From an optimization exercise on the open Yosys and OpenROAD flow, aimed at small area, a short achievable clock period and few clock cycles; shortcuts taken in it are not production practice.
Function was not checked in any run shown here: the RTL went through the layout flow alone.
Power and IR drop assume default switching activity.

===== design/flow/constraint.sdc =====
create_clock -name core_clock -period 8.0 [get_ports {clk}]
set_input_delay 1.6000 -clock core_clock [delete_from_list [all_inputs] [get_ports {clk}]]
set_output_delay 1.6000 -clock core_clock [all_outputs]
set_load 0.01 [all_outputs]

===== design/flow/flow/synth_abc.tcl =====
# The standard flow's synthesis script (synth_recipe.tcl, unchanged), with the ABC
# technology-mapping script replaced by the one in FLOW_ABC_SCRIPT. ABC maps
# only the combinational logic; the flip-flops are mapped before it.
proc abc {args} {
  set i [lsearch -exact $args -script]
  if {$i >= 0 && [info exists ::env(FLOW_ABC_SCRIPT)]} {
    lset args [expr {$i + 1}] $::env(FLOW_ABC_SCRIPT)
  }
  yosys abc {*}$args
}
source $::env(FLOW_SYNTH_TCL)

===== design/flow/flow/extra.env =====
SETUP_SLACK_MARGIN=5.35
BUFFER_PORTS_ARGS=-buffer_cell sky130_fd_sc_hd__buf_1

===== design/flow/flow/area.abc =====
strash
dch -f
map -a
strash
dch -f
map -a
strash
dch -f
map -a
topo
dnsize

===== design/flow/design.v =====
module fpga_disp_next (
  input  wire        rdy,
  input  wire [2:0]  st,
  input  wire        cs,
  input  wire        rst_l,
  input  wire        sclk,
  input  wire        set0,
  input  wire [8:0]  cnt,
  input  wire        aux,
  input  wire        intn,
  input  wire        redraw,
  input  wire        fb_we,
  input  wire [14:0] fb_addr,
  input  wire [7:0]  fb_data,
  output reg         rdy_i,
  output reg  [2:0]  st_i,
  output reg         set0_i,
  output reg  [8:0]  cnt_i,
  output reg         intn_i,
  output reg         redraw_i,
  output reg         we_i,
  output reg  [14:0] addr_i,
  output reg  [7:0]  data_i,
  output wire        stall_b,       
  output reg  [2:0]  st_b,
  output reg  [8:0]  cnt_b,
  output wire        aux_b,
  output reg         intn_b,
  output wire        we_b,
  output wire        cs_fall,       
  output wire        sclk_inc,      
  output wire        sclk_hit,      
  output wire [5:0]  scnt_inc,
  output wire        rst_fall,      
  output wire        rst_rise       
);
  localparam [4:0] C_POS0 = 5'd23,    
                   C_SKIP = 5'd21,    
                   C_SET0 = 5'd14,    
                   C_SET1 = 5'd20;    
  localparam [14:0] A_TOP = 15'd25308;
  wire [4:0] cls   = fb_addr[4:0];    
  wire [5:0] scnt  = fb_addr[12:7];   
  wire       s_prog  = st == 3'd0;
  wire       s_cmd   = st == 3'd1;
  wire       s_param = st == 3'd2;
  wire       s_scene = st == 3'd3;
  wire       s_line  = st == 3'd4;
  wire       s_data  = st == 3'd5;
  wire       s_fill  = st[2:1] == 2'b11;
  wire [7:0] d = fb_data;             
  wire [7:0] exp_c =
    (cls == 5'd23) ? "D" :
    (cls == 5'd24) ? "a" :
    (cls == 5'd25) ? "t" :
    (cls == 5'd26) ? "e" :
    (cls == 5'd27) ? ":" :
    (cls == 5'd28) ? " " :
    (cls == 5'd29) ? "D" :
    (cls == 5'd30) ? "e" :
    (cls == 5'd31) ? "c" :
    (cls == 5'd0) ? " " :
    (cls == 5'd1) ? "1" :
    (cls == 5'd2) ? "0" :
    (cls == 5'd3) ? " " :
    (cls == 5'd4) ? "2" :
    (cls == 5'd5) ? "0" :
    (cls == 5'd6) ? "1" :
    (cls == 5'd7) ? "4" :
    (cls == 5'd8) ? " " :
    (cls == 5'd9) ? "0" :
    (cls == 5'd10) ? "8" :
    (cls == 5'd11) ? ":" :
    (cls == 5'd12) ? "3" :
    (cls == 5'd13) ? "0" :
    8'h00;
  wire cls_lt5 = cls >= 5'd23 && cls <= 5'd27;             
  reg [4:0] cls_n;
  always @(*) begin
    cls_n = cls;
    if (cls >= 5'd23 || cls <= 5'd13) begin                  
      if (d == 8'h00) cls_n = cls_lt5 ? C_POS0 : C_SET1;
      else if (d == exp_c) cls_n = cls + 5'd1;              
      else cls_n = cls_lt5 ? C_SKIP : C_SET1;
    end else if (cls == C_SKIP && d == 8'h00) begin
      cls_n = C_POS0;
    end
  end
  wire [8:0] cnt_inc = cnt + 9'd1;
  wire       col_end = cnt[7:0] == 8'd172;    
  wire       fresh   = aux && s_data;
  wire [7:0] adj_col = fresh ? ((d < 8'd148) ? d : 8'd0) : s_scene ? 8'd0 : fb_addr[7:0];
  wire [14:0] a_adj  = A_TOP + adj_col + (!fresh && !s_scene);
  always @(*) begin
    rdy_i    = rdy;
    st_i     = st;
    set0_i   = set0;
    cnt_i    = cnt;
    intn_i   = intn;
    redraw_i = redraw;
    we_i     = 1'b0;
    addr_i   = fb_addr;
    data_i   = fb_data;
    if (fb_we || fresh || s_scene)
      addr_i = (col_end || fresh || s_scene) ? a_adj : fb_addr - 15'd148;
    if (s_prog && aux)
      addr_i[4:0] = cls_n;
    if (s_prog && !rdy) begin
      rdy_i        = 1'b1;
      intn_i       = 1'b1;
      cnt_i        = 9'd0;
      addr_i[12:7] = 6'd0;
      addr_i[4:0]  = C_POS0;
    end
    if (s_prog || (s_cmd && aux))
      set0_i = cls == C_SET0;
    if (!rdy && s_cmd) begin
      rdy_i  = 1'b1;
      intn_i = 1'b1;
      if (set0) begin
        if (d == 8'h01) begin st_i = 3'd2; cnt_i = 9'd0; end
        else if (d == 8'h04) st_i = 3'd3;
        else begin intn_i = 1'b0; st_i = 3'd1; end
      end else begin
        if (d == 8'h00) ;
        else if (d == 8'h01) st_i = 3'd4;
        else if (d == 8'h02) begin redraw_i = 1'b1; intn_i = 1'b0; st_i = 3'd1; end
        else begin intn_i = 1'b0; st_i = 3'd1; end
      end
    end
    if (!rdy && s_scene) begin
      intn_i = 1'b0;
      st_i   = 3'd1;
      if (d[7:2] == 6'd0) begin
        st_i     = (d[1:0] == 2'd1) ? 3'd7 : 3'd6;
        redraw_i = 1'b1;
        we_i     = 1'b1;
        data_i   = (d[1:0] == 2'd2) ? 8'h30 : (d[1:0] == 2'd3) ? 8'h0C : 8'h00;
        cnt_i    = 9'd1;
      end else begin
        rdy_i = 1'b1;
      end
    end
    if (s_fill) begin
      we_i = 1'b1;
      if (col_end)
        cnt_i = {(fb_addr[7:0] >= 8'd49) && (fb_addr[7:0] <= 8'd96), 8'd1};
      else
        cnt_i[7:0] = cnt_inc[7:0];
      if (st[0])
        data_i = (cnt[8] && cnt[7:0] >= 8'd62 && cnt[7:0] <= 8'd109) ? 8'hFC : 8'h00;
      if (fb_addr == 15'd295) begin               
        rdy_i = 1'b1;
        st_i  = 3'd1;
      end
    end
  end
  wire trig = cnt[7:0] == 8'd188;
  assign stall_b = cs && (s_cmd || s_scene);
  assign aux_b   = cs && ((s_prog && !cnt[8] && cnt[8:1] != 8'd0) || s_line);
  assign we_b    = cs && s_data && !trig && cnt[7:0] < 8'd172;
  always @(*) begin
    st_b   = st;
    cnt_b  = cnt;
    intn_b = intn;
    if (cs) begin
      case (st)
        3'd0:  if (!cnt[8]) cnt_b = cnt_inc;
        3'd2: begin
          if (cnt[1:0] == 2'd3) begin intn_b = 1'b0; st_b = 3'd1; end
          else cnt_b = cnt_inc;
        end
        3'd4: begin
          cnt_b  = 9'd240;
          st_b   = 3'd5;
          intn_b = 1'b1;
        end
        3'd5: begin
          if (trig) begin
            st_b   = 3'd4;
            intn_b = 1'b0;
          end else begin
            cnt_b = cnt_inc;
          end
        end
        default: ;
      endcase
    end
  end
  assign cs_fall  = cs && !s_prog;
  assign sclk_inc = !sclk && !cs && s_prog;
  assign sclk_hit = sclk_inc && scnt == 6'd19;        
  assign scnt_inc = {scnt[4:0], ~(scnt[5] ^ scnt[4])};
  assign rst_fall = rst_l;
  assign rst_rise = !rst_l;
endmodule
module fpga_disp_ctrl (
  input  wire        clk,
  input  wire        rst,        
  input  wire        ev_valid,
  output wire        ev_ready,
  input  wire [2:0]  ev_type,
  input  wire [7:0]  ev_data,
  output reg         intn,
  output reg         cdone,
  output reg         redraw,
  output reg         fb_we,
  output reg  [14:0] fb_addr,
  output reg  [7:0]  fb_data
);
  reg        rdy;           
  reg [2:0]  st;
  reg        cs, rst_l, sclk;
  reg        set0;          
  reg [8:0]  cnt;
  reg        aux;
  assign ev_ready = rdy;
  wire        rdy_i, set0_i, intn_i, redraw_i, we_i;
  wire [2:0]  st_i, st_b;
  wire [8:0]  cnt_i, cnt_b;
  wire [14:0] addr_i;
  wire [7:0]  data_i;
  wire        stall_b, aux_b, intn_b, we_b;
  wire        cs_fall, sclk_inc, sclk_hit, rst_fall, rst_rise;
  wire [5:0]  scnt_inc;
  fpga_disp_next u_next (
    .rdy(rdy), .st(st), .cs(cs), .rst_l(rst_l), .sclk(sclk), .set0(set0),
    .cnt(cnt), .aux(aux), .intn(intn), .redraw(redraw), .fb_we(fb_we),
    .fb_addr(fb_addr), .fb_data(fb_data),
    .rdy_i(rdy_i), .st_i(st_i), .set0_i(set0_i), .cnt_i(cnt_i), .intn_i(intn_i),
    .redraw_i(redraw_i), .we_i(we_i), .addr_i(addr_i), .data_i(data_i),
    .stall_b(stall_b), .st_b(st_b), .cnt_b(cnt_b), .aux_b(aux_b), .intn_b(intn_b),
    .we_b(we_b),
    .cs_fall(cs_fall), .sclk_inc(sclk_inc), .sclk_hit(sclk_hit), .scnt_inc(scnt_inc),
    .rst_fall(rst_fall), .rst_rise(rst_rise)
  );
  wire acc  = ev_valid && rdy;
  wire b0   = ev_data[0];
  wire e_b  = acc && ev_type == 3'd0;                   
  wire e_c0 = acc && ev_type == 3'd1 && !b0 && cs_fall;  
  wire e_s  = acc && ev_type == 3'd2;                   
  wire e_s1 = e_s && b0 && sclk_inc;                    
  wire e_r  = acc && ev_type == 3'd3;                   
  wire e_r0 = e_r && !b0 && rst_fall;                   
  wire e_r1 = e_r && b0 && rst_rise;                    
  wire e_n  = acc && ev_type == 3'd4;                   
  always @(posedge clk) begin
    if (rst) begin
      rdy    <= 1'b0;           
      st     <= 3'd0;
      cs     <= 1'b0;
      rst_l  <= 1'b0;
      sclk   <= 1'b0;
      cdone  <= 1'b0;
      redraw <= 1'b0;
      fb_we  <= 1'b0;
    end else begin
      rdy    <= !e_r0 && rdy_i && !(e_b && stall_b);
      st     <= e_r0 ? 3'd0 :
                (e_c0 || (e_s1 && sclk_hit)) ? 3'd1 :
                e_b ? st_b : st_i;
      if (acc && ev_type == 3'd1) cs <= b0;
      if (e_r) rst_l <= b0;
      if (e_s) sclk <= b0;
      cdone  <= (e_s1 && sclk_hit) ? 1'b1 : e_r1 ? 1'b0 : cdone;
      redraw <= e_n ? 1'b0 : redraw_i;
      fb_we  <= e_b ? we_b : we_i;
    end
    cnt    <= e_b ? cnt_b : cnt_i;
    aux    <= (e_b && aux_b) || (e_s1 && sclk_hit);
    intn   <= (e_c0 || (e_s1 && sclk_hit)) ? 1'b0 : e_b ? intn_b : intn_i;
    set0   <= set0_i;
    fb_data <= rdy ? ev_data : data_i;
    fb_addr[14:13] <= addr_i[14:13];
    fb_addr[12:7]  <= e_s1 ? scnt_inc : addr_i[12:7];
    fb_addr[6:0]   <= addr_i[6:0];
  end
endmodule

===== design/flow/standard.sh =====
#!/bin/bash
# synth_recipe.tcl (not shown) runs the flow's synth.tcl, then flattens the netlist and writes it again
# the make line also repeats each setting of config.mk as NAME=value (left out here)
make -C /OpenROAD-flow-scripts/flow DESIGN_CONFIG=/design/flow/config.mk WORK_HOME=/design/flow/orfs CLKGATE_MAP_FILE= SYNTH_SCRIPT=/design/flow/synth_recipe.tcl "${@:-finish}"

===== design/flow/config.mk =====
export PLATFORM = sky130hd
export DESIGN_NAME = fpga_disp_ctrl
export DESIGN_NICKNAME = fpga_disp_ctrl
export VERILOG_FILES = /design/flow/design.v
export SDC_FILE = /design/flow/constraint.sdc
export NUM_CORES = 4
export LEC_CHECK = 0
export ABC_AREA = 1
export CAP_MARGIN = 20
export CORE_MARGIN = 2
export CORE_UTILIZATION = 40
export CTS_BUF_LIST = sky130_fd_sc_hd__clkbuf_8
export SETUP_SLACK_MARGIN = 5
export SLEW_MARGIN = 20
export SYNTH_HIERARCHICAL = 1
export SYNTH_MINIMUM_KEEP_SIZE = 0

===== design/flow/flow/run.sh =====
#!/bin/bash
# Layout flow: the standard ORFS flow (standard.sh: ORFS synthesis with
# synth_recipe.tcl, floorplan, power grid, tap cells, placement, CTS, routing),
# with these changes, all passed to make as VAR=value:
#  - synthesis runs synth_recipe.tcl through flow/synth_abc.tcl, which only
#    swaps ABC's mapping script for flow/area.abc (an area-oriented mapping;
#    the flip-flops are mapped before ABC and stay as synth_recipe.tcl maps them);
#  - ADDER_MAP_FILE is empty, so adders are left to ABC as plain gates;
#  - the port buffers are plain buffers (buffer_ports -buffer_cell);
#  - any further settings in flow/extra.env, one VAR=value per line.
# make's full output goes to orfs_flow.log here; ORFS writes each step's log
# under orfs/logs/.
set -euo pipefail
here=$(pwd)
export FLOW_SYNTH_TCL="$here/synth_recipe.tcl"
export FLOW_ABC_SCRIPT="$here/flow/area.abc"
extra=("SYNTH_SCRIPT=$here/flow/synth_abc.tcl" "ADDER_MAP_FILE="
       "BUFFER_PORTS_ARGS=-buffer_cell sky130_fd_sc_hd__buf_2")
if [[ -f flow/extra.env ]]; then
  while IFS= read -r line; do
    [[ -z "$line" || "$line" == \#* ]] && continue
    extra+=("$line")
  done < flow/extra.env
fi
bash standard.sh "${extra[@]}" finish > "$here/orfs_flow.log" 2>&1

==> metrics.md, run 1 <==
| Metric | Value |
|---|---|
| Core Rows | 33 |
| Ys async rst share | 0% |
| Die area | slightly above 9000 sq um |
| Die height | 96.46 um |
| Outcome | complete, no violations |
| Fillers | 833 |
| Initial antenna violation count | 0 |
| Top cell type's share of synthesized area | 26.34% |
| Ports | between 40 and 50 |
| Share of cells above drive strength 1 | around 21% |
| FMAX | 374.6 MHz |
| CTS Buffer Depth | 2 |
| Pwr/cell area | about 110 nW/um^2 |
| Total chip power | 492.8 uW |
| Synth Instances | approximately 580 |
| EDFF count, synth | 0 |
| Sequential share of the synthesized area | 26.34% |
| Peak VDD IR | 0.05918 mV |
| Htree depth | 2 |
| Clk_skew | 0.01107 ns |
| P_leak | around 1.6 nW |
| Hold Vio Cnt, Final | 0 |
| Worst Hold Depth | 2 |
| Cell Area, Synth | 3420 sq um |
| Most frequent cell after synthesis | nand2_1 |
| CP Capture Type | register |
| Fin Setup TNS | 0 ns |
| CTS Root Cell | clkbuf_8 |
| PortBufs | 41 |
| Clock slew at reported path FFs | 0.10 ns |
| Core area | 8258 sq um |
| Vias per inst | 5.619 |
| DR WL/cell | 15.45 um |
| Clock Latency Late Sink | 0.31 ns |
| Die Wd | slightly below 100 um |
| First-pass GRT wire length | 18800 um |
| Final HPWL DP | 8736 um |
| DR vias | 4282 |
| Sink Count | 45 |
| Final setup violation count | 0 |
| Slew @ Worst Pin | 0.8359 ns |
| RSZ-0062 raised after global routing | true |
| Synth area leaders | dfxtp_1 (26%), nand2_1 (13%), nor2_1 (11%), clkinv_1 (11%), a21oi_1 (7.0%) |
| Min-delay worst type | register to register |
| Reg2Reg Depth | 24 |
| Syn avg cell area | 5.906 sq um |
| GPL Wtd Cong | around 1 |
| Initial core utilization | 41.41% |
| DR pass1 iterations | 5 |
| Post-synthesis cell type count | 34 |
| Largest net degree at the start of global routing | 17 |
| TritonCTS clock tree | yes |
| Maxcap violations | 0 |
| Slew Limit Fails | 0 |
| Post-synth top flop | dfxtp_1 |
| Crit Path Max Fanout | 6 |
| Startpoint class of the critical path | register |
| Gr usage total | ~26% |
| CTS buffer count | 5 |
| WS Path Type | register to register |
| Initial DRC Count | about 260 |
| Most frequent cells after synthesis | nand2_1 (121), nor2_1 (103), clkinv_1 (100), a21oi_1 (48), dfxtp_1 (45) |
| Max_slew headroom | 43.84% |
| Final #Nets | 670 |
| Tmin final | 2.670 ns |
| Routed WL | ~12000 um |
| DRC | 0 |
| Req. time, crit path | ~8.2 ns |
| Post-synth top area cell | dfxtp_1 |
| Period utilization | 33.37% |
| Final ANT Viol Nets | 0 |
| Yosys reg bits | 45 |
| Syn_nets | 593 |
| Antenna diodes | 0 |
| Vias in the first global route | 3908 |
| Total gr overflow | 0 |
| Ys Warns | 8 |
| Synthesis-to-finish area growth | 29.64% |
| Crit path arrival time | roughly 2.9 ns |
-- per-module statistics from Yosys (local to each module, per instance) --
module | area [sq um] | times used
fpga_disp_next | 2021 | 1
fpga_disp_ctrl | 1399 | 1
-- what timing repair did --
action | 4_1_cts | 5_1_grt
pin swaps | 11 | 21
gates cloned | 0 | 0
buffers inserted | 15 | 19
setup endpoints to repair | 31 | 30
gates resized for setup | 51 | 54
hold buffers | 0 | 0
-- cells in the final DEF, fill, tap and decap left out, types with 10 or more instances in the layout --
master	Yosys	final
o22ai_1	15	13
nor3_1	20	16
buf_4	6	34
a21oi_1	48	47
nor2_2	0	12
nor2_1	103	79
dfxtp_1	45	35
nand2_1	121	114
clkinv_1	100	71
buf_1	1	40
nand3_1	13	11
nor2_4	0	12
clkinv_2	0	10
o21ai_0	35	33
-- cells by family (layout without fill, tap and decap cells) --
logic type / after synthesis / in the layout / synth area share, %
xor gates and xnor gates: 5 / 5 / 1.281
muxes: 7 / 7 / 2.305
and+or+nand+nor: 268 / 268 / 31.47
DFF: 45 / 45 / 26.34
buffers and inverters: 107 / 185 / 12.40
AOI/OAI and AO/OA: 147 / 147 / 26.20
-- critical path: stages (launching register included) --
cell      delay (ns)
dfxtp_4         0.38
inv_4           0.04
nor3_4          0.18
clkinv_2        0.11
nor2_4          0.11
inv_4           0.05
buf_6           0.11
nor2_4          0.12
inv_4           0.07
o22ai_4         0.14
nand3_2         0.09
clkinv_2        0.06
nor2_2          0.03
clkinv_2        0.05
nor2_2          0.04
clkinv_2        0.07
nor2_4          0.05
nor2_4          0.17
nor2_4          0.05
a21oi_2         0.18
o21ai_1         0.09
a21oi_1         0.19
a211oi_2        0.05
nand2_1         0.08
nand2_1         0.04
-- final cells by class --
type	count	area, sq um	area share (%)
repair buffers	77	432.9	9.766
inverters	100	432.9	9.766
flip-flops and latches	45	930.9	21.00
clock inverters	3	68.82	1.552
multi-input cells	427	2367	53.40
clock buffers	5	68.82	1.552
well taps	105	131.4	2.964
-- sequential cells by signal (all words and copies together), names as in the netlist --
register / count
cs: 1
aux: 1
st: 3
redraw: 1
cdone: 1
cnt: 9
rst_l: 1
set0: 1
intn: 1
sclk: 1
fb_addr: 15
fb_data: 8
fb_we: 1
rdy: 1
-- layer usage --
layer / routed length [um] / vias to the layer above / track usage, %
met2: 5703 / 154 / 44.16
met3: 599 / 37 / 3.258
li1: - / 2125 / -
met4: 451 / 0 / 9.624
met1: 5018 / 1966 / 32.92
met5: 0 / - / 0
-- worst paths after layout --
path | slack (ns) | start | endpoint
setup / recovery | 5.33 | st[2] | fb_addr[7]
setup reg to reg | 5.33 | st[2] | fb_addr[7]
hold / removal | 0.47 | sclk | sclk
hold reg to reg | 0.47 | sclk | sclk
-- power breakdown --
part / total [mW] / switching, mW / leakage (nW) / internal [mW]
clock: 0.213 / 0.0872 / 0.0687 / 0.126
combinational: 0.0456 / 0.0287 / 1.17 / 0.0169
sequential: 0.234 / 0.00758 / 0.370 / 0.226
-- stage by stage --
step                utilization [%]  hold WS, ns  setup slack [ns]  std cells  instance area, sq um
floorplan                         -       0.4336             5.261        579                  3496
global placement              45.38       0.4523             4.748        720                  3747
detailed placement            45.38       0.4553             4.692        720                  3747
CTS                           49.95       0.4691             5.260        743                  4125
global route                  53.68       0.4975             5.154        762                  4433
finish                        53.68       0.4684             5.330        762                  4433
==> run 2, diff against run 1 <==
--- a/design/flow/design.v
+++ b/design/flow/design.v
@@ -36,9 +36,9 @@
 );
-  localparam [4:0] C_POS0 = 5'd23,    
-                   C_SKIP = 5'd21,    
-                   C_SET0 = 5'd14,    
-                   C_SET1 = 5'd20;    
+  localparam [8:0] C_POS0 = 9'h1c4,   
+                   C_SKIP = 9'h000,   
+                   C_SET0 = 9'h080,   
+                   C_SET1 = 9'h100;   
   localparam [14:0] A_TOP = 15'd25308;
-  wire [4:0] cls   = fb_addr[4:0];    
-  wire [5:0] scnt  = fb_addr[12:7];   
+  wire [8:0] cls   = fb_addr[8:0];    
+  wire [5:0] scnt  = fb_addr[14:9];   
   wire       s_prog  = st == 3'd0;
@@ -51,34 +51,40 @@
   wire [7:0] d = fb_data;             
-  wire [7:0] exp_c =
-    (cls == 5'd23) ? "D" :
-    (cls == 5'd24) ? "a" :
-    (cls == 5'd25) ? "t" :
-    (cls == 5'd26) ? "e" :
-    (cls == 5'd27) ? ":" :
-    (cls == 5'd28) ? " " :
-    (cls == 5'd29) ? "D" :
-    (cls == 5'd30) ? "e" :
-    (cls == 5'd31) ? "c" :
-    (cls == 5'd0) ? " " :
-    (cls == 5'd1) ? "1" :
-    (cls == 5'd2) ? "0" :
-    (cls == 5'd3) ? " " :
-    (cls == 5'd4) ? "2" :
-    (cls == 5'd5) ? "0" :
-    (cls == 5'd6) ? "1" :
-    (cls == 5'd7) ? "4" :
-    (cls == 5'd8) ? " " :
-    (cls == 5'd9) ? "0" :
-    (cls == 5'd10) ? "8" :
-    (cls == 5'd11) ? ":" :
-    (cls == 5'd12) ? "3" :
-    (cls == 5'd13) ? "0" :
-    8'h00;
-  wire cls_lt5 = cls >= 5'd23 && cls <= 5'd27;             
-  reg [4:0] cls_n;
+  reg [8:0] cls_adv;
+  always @(*) begin
+    case (cls)
+      9'h1c4: cls_adv = 9'h1e1;
+      9'h1e1: cls_adv = 9'h1f4;
+      9'h1f4: cls_adv = 9'h1e5;
+      9'h1e5: cls_adv = 9'h1ba;
+      9'h1ba: cls_adv = 9'h020;
+      9'h020: cls_adv = 9'h044;
+      9'h044: cls_adv = 9'h065;
+      9'h065: cls_adv = 9'h063;
+      9'h063: cls_adv = 9'h0a0;
+      9'h0a0: cls_adv = 9'h031;
+      9'h031: cls_adv = 9'h030;
+      9'h030: cls_adv = 9'h120;
+      9'h120: cls_adv = 9'h032;
+      9'h032: cls_adv = 9'h0b0;
+      9'h0b0: cls_adv = 9'h0b1;
+      9'h0b1: cls_adv = 9'h034;
+      9'h034: cls_adv = 9'h1a0;
+      9'h1a0: cls_adv = 9'h130;
+      9'h130: cls_adv = 9'h038;
+      9'h038: cls_adv = 9'h03a;
+      9'h03a: cls_adv = 9'h033;
+      9'h033: cls_adv = 9'h1b0;
+      9'h1b0: cls_adv = 9'h080;
+      default: cls_adv = C_SET1;
+    endcase
+  end
+  wire cls_match = cls[6] | cls[5];                       
+  wire cls_lt5   = cls[8:7] == 2'd3 && cls[3:0] != 4'd0;  
+  wire cls_eq    = d == {1'b0, cls[6:0]};
+  reg [8:0] cls_n;
   always @(*) begin
     cls_n = cls;
-    if (cls >= 5'd23 || cls <= 5'd13) begin                  
+    if (cls_match) begin
       if (d == 8'h00) cls_n = cls_lt5 ? C_POS0 : C_SET1;
-      else if (d == exp_c) cls_n = cls + 5'd1;              
+      else if (cls_eq) cls_n = cls_adv;
       else cls_n = cls_lt5 ? C_SKIP : C_SET1;
@@ -88,7 +94,6 @@
   end
-  wire [8:0] cnt_inc = cnt + 9'd1;
   wire       col_end = cnt[7:0] == 8'd172;    
   wire       fresh   = aux && s_data;
-  wire [7:0] adj_col = fresh ? ((d < 8'd148) ? d : 8'd0) : s_scene ? 8'd0 : fb_addr[7:0];
-  wire [14:0] a_adj  = A_TOP + adj_col + (!fresh && !s_scene);
+  wire [7:0] adj_col = fresh ? ((d < 8'd148) ? d : 8'd0) : fb_addr[7:0];
+  wire [14:0] a_adj  = A_TOP + adj_col + !fresh;
   always @(*) begin
@@ -103,13 +108,8 @@
     data_i   = fb_data;
-    if (fb_we || fresh || s_scene)
-      addr_i = (col_end || fresh || s_scene) ? a_adj : fb_addr - 15'd148;
+    if (fb_we || fresh)
+      addr_i = (col_end || fresh) ? a_adj : fb_addr - 15'd148;
+    if (s_scene)
+      addr_i = A_TOP;
     if (s_prog && aux)
-      addr_i[4:0] = cls_n;
-    if (s_prog && !rdy) begin
-      rdy_i        = 1'b1;
-      intn_i       = 1'b1;
-      cnt_i        = 9'd0;
-      addr_i[12:7] = 6'd0;
-      addr_i[4:0]  = C_POS0;
-    end
+      addr_i[8:0] = cls_n;
     if (s_prog || (s_cmd && aux))
@@ -148,3 +148,3 @@
       else
-        cnt_i[7:0] = cnt_inc[7:0];
+        cnt_i[7:0] = cnt[7:0] + 8'd1;
       if (st[0])
@@ -167,6 +167,6 @@
       case (st)
-        3'd0:  if (!cnt[8]) cnt_b = cnt_inc;
+        3'd0:  if (!cnt[8]) cnt_b = cnt + 9'd1;
         3'd2: begin
           if (cnt[1:0] == 2'd3) begin intn_b = 1'b0; st_b = 3'd1; end
-          else cnt_b = cnt_inc;
+          else cnt_b = cnt + 9'd1;
         end
@@ -182,3 +182,3 @@
           end else begin
-            cnt_b = cnt_inc;
+            cnt_b = cnt + 9'd1;
           end
@@ -210,2 +210,3 @@
 );
+  localparam [8:0] C_POS0 = 9'h1c4;    
   reg        rdy;           
@@ -248,4 +249,5 @@
     if (rst) begin
-      rdy    <= 1'b0;           
+      rdy    <= 1'b1;
       st     <= 3'd0;
+      cnt    <= 9'd0;
       cs     <= 1'b0;
@@ -253,2 +255,4 @@
       sclk   <= 1'b0;
+      aux    <= 1'b0;
+      intn   <= 1'b1;
       cdone  <= 1'b0;
@@ -257,3 +261,3 @@
     end else begin
-      rdy    <= !e_r0 && rdy_i && !(e_b && stall_b);
+      rdy    <= rdy_i && !(e_b && stall_b);
       st     <= e_r0 ? 3'd0 :
@@ -261,2 +265,3 @@
                 e_b ? st_b : st_i;
+      cnt    <= e_r0 ? 9'd0 : e_b ? cnt_b : cnt_i;
       if (acc && ev_type == 3'd1) cs <= b0;
@@ -264,2 +269,6 @@
       if (e_s) sclk <= b0;
+      aux    <= (e_b && aux_b) || (e_s1 && sclk_hit);
+      intn   <= e_r0 ? 1'b1 :
+                (e_c0 || (e_s1 && sclk_hit)) ? 1'b0 :
+                e_b ? intn_b : intn_i;
       cdone  <= (e_s1 && sclk_hit) ? 1'b1 : e_r1 ? 1'b0 : cdone;
@@ -268,10 +277,6 @@
     end
-    cnt    <= e_b ? cnt_b : cnt_i;
-    aux    <= (e_b && aux_b) || (e_s1 && sclk_hit);
-    intn   <= (e_c0 || (e_s1 && sclk_hit)) ? 1'b0 : e_b ? intn_b : intn_i;
-    set0   <= set0_i;
+    set0 <= set0_i;
     fb_data <= rdy ? ev_data : data_i;
-    fb_addr[14:13] <= addr_i[14:13];
-    fb_addr[12:7]  <= e_s1 ? scnt_inc : addr_i[12:7];
-    fb_addr[6:0]   <= addr_i[6:0];
+    fb_addr[14:9]  <= (rst || e_r0) ? 6'd0 : e_s1 ? scnt_inc : addr_i[14:9];
+    fb_addr[8:0]   <= (rst || e_r0) ? C_POS0 : addr_i[8:0];
   end
==> design/flow/flow/area.abc (replaced) <==
strash
dch
map -a
topo
dnsize
==> design/flow/flow/extra.env (replaced) <==
SETUP_SLACK_MARGIN=5.3
==> run 2 against run 1 <==
Net effect:
- worst setup slack lost 0.056 ns
- clock-buffer cell count increased by 2
- maximum frequency is 2.0% lower
- highest routed layer unchanged
==> metrics.md, run 2 <==
| Metric | Value |
|---|---|
| Outcome | complete, no violations |
| Sequential share of the synthesized area | 23.45% (-2.9 points) |
| Dpl cell area | 4268 sq um (+14%) |
| First-pass GRT wire length | 22710 um (+21%) |
| Gr usage total | 27.77% (+2.0 points) |
| Vias in the first global route | 4581 (+17%) |
| Largest net degree at the start of global routing | 20 (+3) |
| Reg2Reg Depth | 19 (-21%) |
| Synth Instances | 686 (+18%) |
| Vias per inst | 5.793 (+3.1%) |
| Initial DRC Count | 471 (+78%) |
| Die height | 102.0 um (+5.7%) |
| Clk_skew | 0.005867 ns (-0.005205 ns) |
| P_leak | 1.732 nW (+7.6%) |
| Tmin final | 2.725 ns (+0.05566 ns) |
| Req. time, crit path | 8.21 ns (about the same) |
| Most frequent cell after synthesis | nand2_1 |
| Pwr/cell area | 89.73 nW/um^2 (-19%) |
| Die Wd | 102.0 um (+5.7%) |
| Largest family of logic cells by synthesized area | simple AND/OR/NAND/NOR gates |
| Max_slew headroom | 37.46% (-6.4 points) |
| Maxcap violations | 0 (unchanged) |
| Combinational fraction of design power | 8.4% (-0.8 points) |
| Fin Setup TNS | 0 ns (unchanged) |
| FMAX | 366.9 MHz (-2.0%) |
| Sw Ratio | 27.80% (+2.7 points) |
| XOR/XNOR Fraction of Synth Area | 1.140% (-0.14 points) |
| Cell internal pwr | 318.3 uW (-14%) |
| DR WL/cell | 16.60 um (+7.4%) |
| Design area | 4913 sq um (+11%) |
| Synth Area in Compound Gates | 26.16% (-0.042 points) |
| Syn_nets | 700 (+18%) |
| Final HPWL DP | 10590 um (+21%) |
| Worst Hold Depth | 2 (unchanged) |
| Top reg by flops | fb_addr |
| Clock Latency Late Sink | 0.31 ns (about the same) |
| Final #Nets | 765 (+14%) |
| DRC | 0 (unchanged) |
| Top cell type's share of synthesized area | 23.45% (-2.9 points) |
| PortBufs | 41 (unchanged) |
| Post-Synth Simple-Gate Area | 36.64% (+5.2 points) |
| Die area | 10400 sq um (+12%) |
| Final setup violation count | 0 (unchanged) |
| Adder-Cell Fraction of Synth Area | 0% (unchanged) |
| Most frequent cells after synthesis | nand2_1 (134), nor2_1 (131), clkinv_1 (116), o21ai_0 (57), a21oi_1 (53) |
| Total gr overflow | 0 (unchanged) |
| Final ANT Viol Nets | 0 (unchanged) |
| Peak VDD IR | 0.07109 mV (+20%) |
| Crit Path Max Fanout | 5 (-1) |
| Clock slew at reported path FFs | 0.10 ns (about the same) |
| TritonCTS clock tree | yes |
| Synthesis-to-finish area growth | 27.92% |
| Cell Area, Synth | 3841 sq um (+12%) |
| Sink Count | 45 (unchanged) |
| CTS Root Cell | clkbuf_8 |
| Antenna diodes | 0 (unchanged) |
| Max FFs per register | 15 (unchanged) |
| Core Rows | 35 (+6.1%) |
| Crit path arrival time | 2.93 ns (+0.05 ns) |
| Initial core utilization | 41.37% (about the same) |
| Post-synthesis cell type count | 32 (-5.9%) |
| CP Capture Type | register |
| Startpoint class of the critical path | register |
| CTS buffer count | 5 (unchanged) |
| Most frequent cells in the layout | nand2_1 (131), nor2_1 (98), clkinv_1 (83), o21ai_0 (55), a21oi_1 (52) |
| Slew Limit Fails | 0 (unchanged) |
| Setup WS pre-CTS | 4.807 ns (+0.1151 ns) |
| Post-synth top flop | dfxtp_1 |
| Period utilization | 34.07% (+0.70 points) |
| Mux share of post-synthesis cell area | 0% (-2.3 points) |
| Sw power | 122.6 uW (-0.73%) |
| Share of cells above drive strength 1 | 24.20% (+2.7 points) |
| RSZ-0062 raised after global routing | true |
| Hold buffers post-CTS | 0 (unchanged) |
| Fin worst setup slack | 5.275 ns (-0.05566 ns) |
| Clk network pwr share | 39.2% (-4.0 points) |
| Initial antenna violation count | 0 (unchanged) |
| Yosys reg bits | 45 (unchanged) |
| DR vias | 5104 (+19%) |
| Commonest non-fill, non-tap cell in the layout | nand2_1 |
| GPL Wtd Cong | 0.9895 (-1.4%) |
| Synth area leaders | dfxtp_1 (23%), nand2_1 (13%), nor2_1 (13%), clkinv_1 (11%), o21ai_0 (7.4%) |
| Seq pwr share | 52.4% (+4.9 points) |
| Min-delay worst type | register to register |
| Syn avg cell area | 5.599 sq um (-5.2%) |
| Ys Warns | 8 (unchanged) |
| Ys async rst share | 0% (unchanged) |
| Hold Vio Cnt, Final | 0 (unchanged) |
| Slew @ Worst Pin | 0.9283 ns (+0.09239 ns) |
| Core area | 9284 sq um (+12%) |
| WS Path Type | register to register |
| Ports | 42 (unchanged) |
| EDFF count, synth | 0 (unchanged) |
| Post-synth top area cell | dfxtp_1 |
| CTS Buffer Depth | 2 (unchanged) |
| Register-to-register setup slack | 5.27 ns (-0.06 ns) |
| Routed WL | 14620 um (+24%) |
| DR pass1 iterations | 5 (unchanged) |
| Htree depth | 2 (unchanged) |
| Largest registers | fb_addr: 15 flops, cnt: 9 flops, fb_data: 8 flops |
run 2: cell count changes in the layout (fill, tap and decap cells not counted), sizes merged, moves of 4 or more:
cell,previous run,this run
inv,12,20
mux2,7,0
nand2,121,134
buf,77,65
nor3,20,25
o21ai,35,57
o211ai,1,6
a31oi,11,16
nor4,5,10
nor2,103,131
clkinv,83,93
a21oi,48,53
nand3,13,29
o32ai,7,3
run 2: worst max-delay path, stage by stage, from the launching register on:
cell       delay (ns)
dfxtp_4          0.41
inv_6            0.04
nor2_4           0.13
inv_4            0.06
nor2_4           0.13
inv_4            0.05
nor2_4           0.11
clkinv_4         0.10
nor4_4           0.16
nor4_1           0.08
nand4_1          0.14
nor4_2           0.06
and2_1           0.18
inv_2            0.06
nor3_2           0.04
inv_2            0.06
nand4_1          0.13
a2111oi_4        0.33
o22ai_1          0.12
or2_4            0.23
run 2: worst paths after layout:
path,start,end
setup / recovery,fb_addr[5],fb_addr[8]
hold / removal,cdone,cdone
setup reg to reg,fb_addr[5],fb_addr[8]
hold reg to reg,cdone,cdone
run 2: kinds of logic (layout without fill, tap and decap cells):
| group | Yosys count | in the layout |
|---|---|---|
| AND/OR/NAND/NOR | 341 | 341 |
| XOR/XNOR | 5 | 5 |
| AO/OA/AOI/OAI | 172 | 172 |
| flip-flops | 45 | 45 |
| buffers and inverters | 123 | 189 |
run 2: timing repair:
action                     in CTS  in global routing
pin swaps                       8                 17
gates resized for setup        55                 71
buffers inserted               13                 11
setup endpoints to repair      28                 31
run 2: routing by layer:
metal  global-route usage [%]  vias up  wire, um
met5                        0        -         0
met3                    4.036       60      1215
met1                    37.37     2323      6237
li1                         -     2455         -
met2                    45.14      266      6629
met4                    10.46        0       540
run 2: power by group through the flow:
stage	sequential, mW	clock (mW)	combinational (mW)
final	0.231	0.173	0.0369
after global routing	0.232	0.182	0.0412
after CTS	0.232	0.175	0.0362
after detailed placement	0.238	0	0.0350
after global placement	0.238	0	0.0345
after floorplan	0.238	0	0.0209
run 2: modules after synthesis, one instance, submodules excluded:
module,times used,flip-flops and latches,area [sq um]
fpga_disp_ctrl,1,45,1493
fpga_disp_next,1,0,2349
run 2: final cells by class:
| class | instances | area [sq um] |
|---|---|---|
| Clock inverter | 1 | 8.758 |
| Fill cell | 1014 | 4370 |
| Timing Repair Buffer | 65 | 389.1 |
| Clock buffer | 7 | 96.34 |
| Multi-Input combinational cell | 518 | 2818 |
| Inverter | 116 | 501.7 |
| Tap cell | 129 | 161.4 |
| Sequential cell | 45 | 938.4 |
run 2: through the flow:
stage	instances	util, %	hold WS, ns	total power [mW]
floorplan	686	-	0.4333	0.2585
global placement	849	45.97	0.4498	0.2725
detailed placement	849	45.97	0.4651	0.2731
CTS	870	49.78	0.4799	0.4431
global route	881	52.92	0.4976	0.4554
finish	881	52.92	0.4764	0.4409

port drivers added, routing unchanged:
How much do the figures lean on ideal ports? The routed layouts below were timed once more, with nothing changed but the port constraints. Step 1 (the two cells are an assumption about what drives the block):
set clk [get_ports {clk}]
set_driving_cell -lib_cell sky130_fd_sc_hd__clkbuf_16 $clk
set_driving_cell -lib_cell sky130_fd_sc_hd__buf_2 [delete_from_list [all_inputs] $clk]
Step 2 adds t to the input delays and takes it off the output delays; t is the mean of the earliest and latest rising clock arrival at the registers after step 1. Input paths then give back, and output paths get back, about the clock's delay inside the block. Slacks: ideal ports / drivers / drivers and shift; pairs: ideal ports / drivers.
| run | t, ns | setup WS [ns] | worst hold slack (ns) |
|---|---|---|---|
| run 1 | 0.335 | 5.330 / 5.330 / 5.102 | 0.468 / 0.468 / 0.468 |
| run 2 | 0.340 | 5.275 / 5.275 / 5.078 | 0.476 / 0.476 / 0.476 |
After both steps every run listed still meets setup and hold. For run 1, which loses most, drivers alone change the setup slack by 0.000 ns; drivers and shift together by -0.228 ns.
